This is an optimization exercise on Yosys and OpenROAD, whose aim is small area and a short achievable clock period, not a production implementation.
Function was checked by simulation only, so behaviour that the tests miss may differ from the original.
The clock port is modelled as an ideal driver, which makes a skipped or thinned clock tree look cheaper than it is; a real chip needs a root buffer or a tree.
No activity file was given, so power comes from the tool's default toggle rates.

==> run a <==
Design gems_quantizer, start of the top module:
module gems_quantizer (
    input  wire        clk,
    input  wire        rst,
    input  wire        in_valid,
    input  wire [13:0] fm_raw,
    input  wire [9:0]  psg_div,
    input  wire [6:0]  note_in,
    output reg         out_valid,
    output reg  [6:0]  fm_note,
    output reg  [6:0]  psg_note,
    output reg  [13:0] fm_freq
);
==> flow/config.mk <==
export PLATFORM = sky130hd
export DESIGN_NAME = gems_quantizer
export DESIGN_NICKNAME = gems_quantizer
export VERILOG_FILES = /design/flow/design.v
export SDC_FILE = /design/flow/constraint.sdc
export NUM_CORES = 4
export LEC_CHECK = 0
export ABC_AREA = 1
export CAP_MARGIN = 20
export CORE_MARGIN = 2
export CORE_UTILIZATION = 60
export SLEW_MARGIN = 20
==> flow/constraint.sdc <==
create_clock -name core_clock -period 25.0 [get_ports {clk}]
set_input_delay 5.0000 -clock core_clock [delete_from_list [all_inputs] [get_ports {clk}]]
set_output_delay 5.0000 -clock core_clock [all_outputs]
set_load 0.01 [all_outputs]
standard.sh (not shown) runs the stock make flow with config.mk's settings and CLKGATE_MAP_FILE= SYNTH_SCRIPT=/design/flow/synth_recipe.tcl, a recipe that flattens the netlist after the stock synthesis.
==> flow/flow/run.sh <==
#!/bin/bash
# Standard ORFS layout (the standard.sh) with these changes to how the
# layout is made:
#  - after the standard synthesis, its combinational logic is re-mapped to
#    standard cells with an area-oriented ABC script (flow/remap.ys,
#    flow/remap.abc: area mapping, then sizing to a delay target); the
#    flip-flops stay as the standard synthesis made them;
#  - the port buffers use a small plain buffer instead of the delay buffer
#    the resizer picks by default;
#  - the clock reaches the flip-flops through four clock buffers in
#    parallel, which flow/clockbuf.tcl inserts before CTS and
#    flow/post_cts.tcl connects straight to the clock port after it,
#    instead of a two-level tree.
# Each tool's output goes to a log file of its own in this folder.
set -euo pipefail
R=$PWD/orfs/results/$FLOW_PLATFORM/gems_quantizer/base
export BUFFER_PORTS_ARGS="-buffer_cell sky130_fd_sc_hd__buf_1"
export CTS_ARGS="-sink_clustering_enable -repair_clock_nets -dont_use_dummy_load -clk_nets clk"
export PRE_CTS_TCL=$PWD/flow/clockbuf.tcl
export POST_CTS_TCL=$PWD/flow/post_cts.tcl

bash standard.sh $R/1_2_yosys.v > log_std_synth.log 2>&1

mkdir -p remap
LIB=$FLOW_HOME/platforms/$FLOW_PLATFORM/lib/sky130_fd_sc_hd__tt_025C_1v80.lib
cp $LIB remap/full.lib
python3 flow/libsplit.py $LIB remap/map.lib remap/comb.lib > log_libsplit.log 2>&1
cp $R/1_2_yosys.v remap/1_2_yosys.std.v
${YOSYS_EXE:-$FLOW_HOME/../tools/install/yosys/bin/yosys} -s flow/remap.ys > log_remap_yosys.log 2>&1
cp remap/1_2_yosys.v $R/1_2_yosys.v
touch $R/1_2_yosys.v

bash standard.sh > log_std_layout.log 2>&1
==> flow/flow/remap.abc <==
strash
dc2
dch -f
amap
topo
upsize -D 3500
dnsize -D 3500
topo
Other scripts of this flow, unchanged in this note and not shown: flow/flow/clockbuf.tcl, flow/flow/libsplit.py, flow/flow/post_cts.tcl, flow/flow/remap.ys
==> inputs of run b, as changes to run a <==
--- a/flow/flow/run.sh
+++ b/flow/flow/run.sh
@@ -4,4 +4,3 @@
 #  - after the standard synthesis, its combinational logic is re-mapped to
-#    standard cells with an area-oriented ABC script (flow/remap.ys,
-#    flow/remap.abc: area mapping, then sizing to a delay target); the
+#    standard cells with an area-oriented ABC script (flow/remap.ys); the
 #    flip-flops stay as the standard synthesis made them;
==> flow/flow/remap.abc (replaced) <==
strash
dc2
dch -f
amap
topo
==> results.tsv <==
metric	value	unit
outcome	no timing/DRC/antenna violations	
CP peak stage delay	0.33	ns
post-layout instance area	3350	µm²
via/cell ratio	5.90	
Internal	141	µW
Comb. pwr	55.1	µW
CP max-delay cell	dfxtp_1	
Vias	3232	
metal2 WL	4020	µm
(the above is from run a)
==> results.tsv <==
metric	value	unit
CP peak stage delay	0.59	ns
Placeable Area	4720	µm²
outcome	no timing/DRC/antenna violations	
CP max-delay cell	a311oi_1	
post-layout instance area	3330	µm²
worst vdd ir	0.0571	mV
Internal	141	µW
Die W	74.2	µm
met3 Track Usage GR	3.25	%
Vias	3318	
via/cell ratio	6.05	
metal2 WL	4000	µm
(the above is from run b)
In every run of this note, the design's own scripts or RTL, not TritonCTS, make the clock network.

---

==> inputs of wip/quartz <==
Another version of the RTL of gems_quantizer (not shown whole).
export LEC_CHECK = 0
export ABC_AREA = 1
export CAP_MARGIN = 20
export CORE_MARGIN = 2
export CORE_UTILIZATION = 60
export SLEW_MARGIN = 20
create_clock -name core_clock -period 25.0 [get_ports {clk}]
==> flow/flow/run.sh <==
#!/bin/bash
# Standard ORFS layout (the standard.sh) with these changes to how the
# layout is made:
#  - after the standard synthesis, its combinational logic is re-mapped to
#    standard cells by area-oriented ABC scripts (flow/remap.ys with each
#    flow/remap_*.abc: area mapping, then sizing to a delay target; the
#    smallest result is kept); the flip-flops stay as the standard
#    synthesis made them;
#  - the port buffers use a small plain buffer instead of the delay buffer
#    the resizer picks by default;
#  - the clock reaches the flip-flops through four clock buffers in
#    parallel, which flow/clockbuf.tcl inserts before CTS and
#    flow/post_cts.tcl connects straight to the clock port after it,
#    instead of a two-level tree.
# Each tool's output goes to a log file of its own in this folder.
set -euo pipefail
R=$PWD/orfs/results/$FLOW_PLATFORM/gems_quantizer/base
export BUFFER_PORTS_ARGS="-buffer_cell sky130_fd_sc_hd__buf_1"
export CTS_ARGS="-sink_clustering_enable -repair_clock_nets -dont_use_dummy_load -clk_nets clk"
export PRE_CTS_TCL=$PWD/flow/clockbuf.tcl
export POST_CTS_TCL=$PWD/flow/post_cts.tcl

bash standard.sh $R/1_2_yosys.v > log_std_synth.log 2>&1

mkdir -p remap
LIB=$FLOW_HOME/platforms/$FLOW_PLATFORM/lib/sky130_fd_sc_hd__tt_025C_1v80.lib
cp $LIB remap/full.lib
python3 flow/libsplit.py $LIB remap/map.lib remap/comb.lib > log_libsplit.log 2>&1
cp $R/1_2_yosys.v remap/1_2_yosys.std.v
YOSYS=${YOSYS_EXE:-$FLOW_HOME/../tools/install/yosys/bin/yosys}
# Re-map with each ABC script flow/remap_*.abc and keep the smallest result.
best=
best_area=
for s in flow/remap_*.abc; do
  n=$(basename $s .abc)
  cp $s remap/script.abc
  $YOSYS -s flow/remap.ys > log_${n}_yosys.log 2>&1
  cp remap/1_2_yosys.v remap/$n.v
  cp remap/stat.txt remap/$n.stat
  a=$(awk '/Chip area/ {print $NF}' remap/$n.stat)
  echo "$n $a" >> log_remap_choice.log
  if [[ -z "$best" ]] || awk -v a="$a" -v b="$best_area" 'BEGIN {exit !(a < b)}'; then
    best=$n
    best_area=$a
  fi
done
echo "chosen: $best $best_area" >> log_remap_choice.log
cp remap/$best.v remap/1_2_yosys.v
cp remap/1_2_yosys.v $R/1_2_yosys.v
touch $R/1_2_yosys.v

bash standard.sh > log_std_layout.log 2>&1
==> flow/flow/remap.ys <==
# Re-map the combinational logic of the standard synthesis netlist with an
# area-oriented ABC script. The flip-flops (cells of the liberty read with
# -lib) are kept as they are, with their names and cell types; the other
# cells are read as their logic function and flattened.
read_liberty -lib remap/full.lib
read_liberty -overwrite remap/comb.lib
read_verilog remap/1_2_yosys.std.v
hierarchy -top gems_quantizer
rename -hide gems_quantizer/c:* gems_quantizer/t:*__df* %d
flatten
opt
abc -liberty remap/map.lib -script remap/script.abc
splitnets
opt_clean -purge
hilomap -singleton -hicell sky130_fd_sc_hd__conb_1 HI -locell sky130_fd_sc_hd__conb_1 LO
insbuf -buf sky130_fd_sc_hd__buf_4 A X
tee -o remap/stat.txt stat -liberty remap/full.lib
write_verilog -noattr -noexpr -nohex -nodec remap/1_2_yosys.v
design -reset
read_liberty -lib remap/full.lib
read_verilog remap/1_2_yosys.v
hierarchy -top gems_quantizer
check -assert -mapped
==> flow/flow/remap_a.abc <==
strash
dc2
dch -f
amap
topo
upsize -D 3800
dnsize -D 3800
topo
==> flow/flow/remap_b.abc <==
strash
dch -f
amap
strash
dch -f
amap
strash
dch -f
amap
topo
upsize -D 3800
dnsize -D 3800
topo
==> flow/flow/remap_c.abc <==
strash
dc2
dch -f
amap
strash
dch -f
map -a
strash
dch -f
amap
topo
upsize -D 3800
dnsize -D 3800
topo
Other scripts of this flow, unchanged in this note and not shown: flow/flow/clockbuf.tcl, flow/flow/libsplit.py, flow/flow/post_cts.tcl
==> inputs of wip/yarrow, as changes to wip/quartz <==
--- a/flow/flow/run.sh
+++ b/flow/flow/run.sh
@@ -4,6 +4,5 @@
 #  - after the standard synthesis, its combinational logic is re-mapped to
-#    standard cells by area-oriented ABC scripts (flow/remap.ys with each
-#    flow/remap_*.abc: area mapping, then sizing to a delay target; the
-#    smallest result is kept); the flip-flops stay as the standard
-#    synthesis made them;
+#    standard cells with an area-oriented ABC script (flow/remap.ys,
+#    flow/remap.abc: area mapping, then sizing to a delay target); the
+#    flip-flops stay as the standard synthesis made them;
 #  - the port buffers use a small plain buffer instead of the delay buffer
@@ -29,21 +28,3 @@
 cp $R/1_2_yosys.v remap/1_2_yosys.std.v
-YOSYS=${YOSYS_EXE:-$FLOW_HOME/../tools/install/yosys/bin/yosys}
-# Re-map with each ABC script flow/remap_*.abc and keep the smallest result.
-best=
-best_area=
-for s in flow/remap_*.abc; do
-  n=$(basename $s .abc)
-  cp $s remap/script.abc
-  $YOSYS -s flow/remap.ys > log_${n}_yosys.log 2>&1
-  cp remap/1_2_yosys.v remap/$n.v
-  cp remap/stat.txt remap/$n.stat
-  a=$(awk '/Chip area/ {print $NF}' remap/$n.stat)
-  echo "$n $a" >> log_remap_choice.log
-  if [[ -z "$best" ]] || awk -v a="$a" -v b="$best_area" 'BEGIN {exit !(a < b)}'; then
-    best=$n
-    best_area=$a
-  fi
-done
-echo "chosen: $best $best_area" >> log_remap_choice.log
-cp remap/$best.v remap/1_2_yosys.v
+${YOSYS_EXE:-$FLOW_HOME/../tools/install/yosys/bin/yosys} -s flow/remap.ys > log_remap_yosys.log 2>&1
 cp remap/1_2_yosys.v $R/1_2_yosys.v
==> flow/flow/remap.abc (new file) <==
strash
dc2
dch -f
amap
topo
upsize -D 3800
dnsize -D 3800
topo
--- a/flow/flow/remap.ys
+++ b/flow/flow/remap.ys
@@ -11,3 +11,3 @@
 opt
-abc -liberty remap/map.lib -script remap/script.abc
+abc -liberty remap/map.lib -script flow/remap.abc
 splitnets
removed: flow/flow/remap_a.abc
removed: flow/flow/remap_b.abc
removed: flow/flow/remap_c.abc
==> comparison <==
Critical path depth is the same in wip/quartz and wip/yarrow.
Between wip/yarrow and wip/quartz, the lower final area is in wip/quartz (gap 1.5%, measured against wip/quartz).
Die area: wip/quartz is lower than wip/yarrow (about 1.3%).
Of wip/quartz and wip/yarrow, wip/yarrow has the higher clock skew (gap 0.0057 ns).
Of wip/yarrow and wip/quartz, wip/yarrow has the higher combinational power (gap about 2%, measured against wip/quartz).
Against wip/yarrow, the global-route usage of wip/quartz is lower by 2.3 points.
Cell count: wip/quartz is smaller than wip/yarrow (about 3.6%).
Against wip/yarrow, the sequential share of layout area of wip/quartz is higher by 0.56 points.
In wip/quartz the wire length is lower than in wip/yarrow, by about 9%.
In every run of this note, the design's own scripts or RTL, not TritonCTS, make the clock network.

separate check: timing with driven ports:
No port has a modelled driver above. Below, the same layouts with a new extraction and two added sets of constraints. Step 1, drivers: a clkbuf_16 drives clk and a buf_2 each remaining input, both assumed. Step 2 moves the port delays by t, midway between the first and last clock arrival at a register: inputs arrive t later, outputs are due t later. That takes back most of the time a late clock gives input paths. Slacks: no drivers / after step 1 / after step 2; pairs: no drivers / after step 1.
run	t (ns)	setup slack, ns	clock arrival spread, ns	worst register clock-pin slew, ns
run a	0.201	19.353 / 19.302 / 19.503	0.012 / 0.012	0.10 / 0.10
run b	0.207	18.908 / 18.908 / 18.908	0.014 / 0.015	0.10 / 0.10
wip/quartz	0.206	19.339 / 19.283 / 19.489	0.017 / 0.017	0.10 / 0.10
wip/yarrow	0.212	19.339 / 19.279 / 19.490	0.019 / 0.019	0.10 / 0.10
After both steps setup and hold are still met in every run listed.
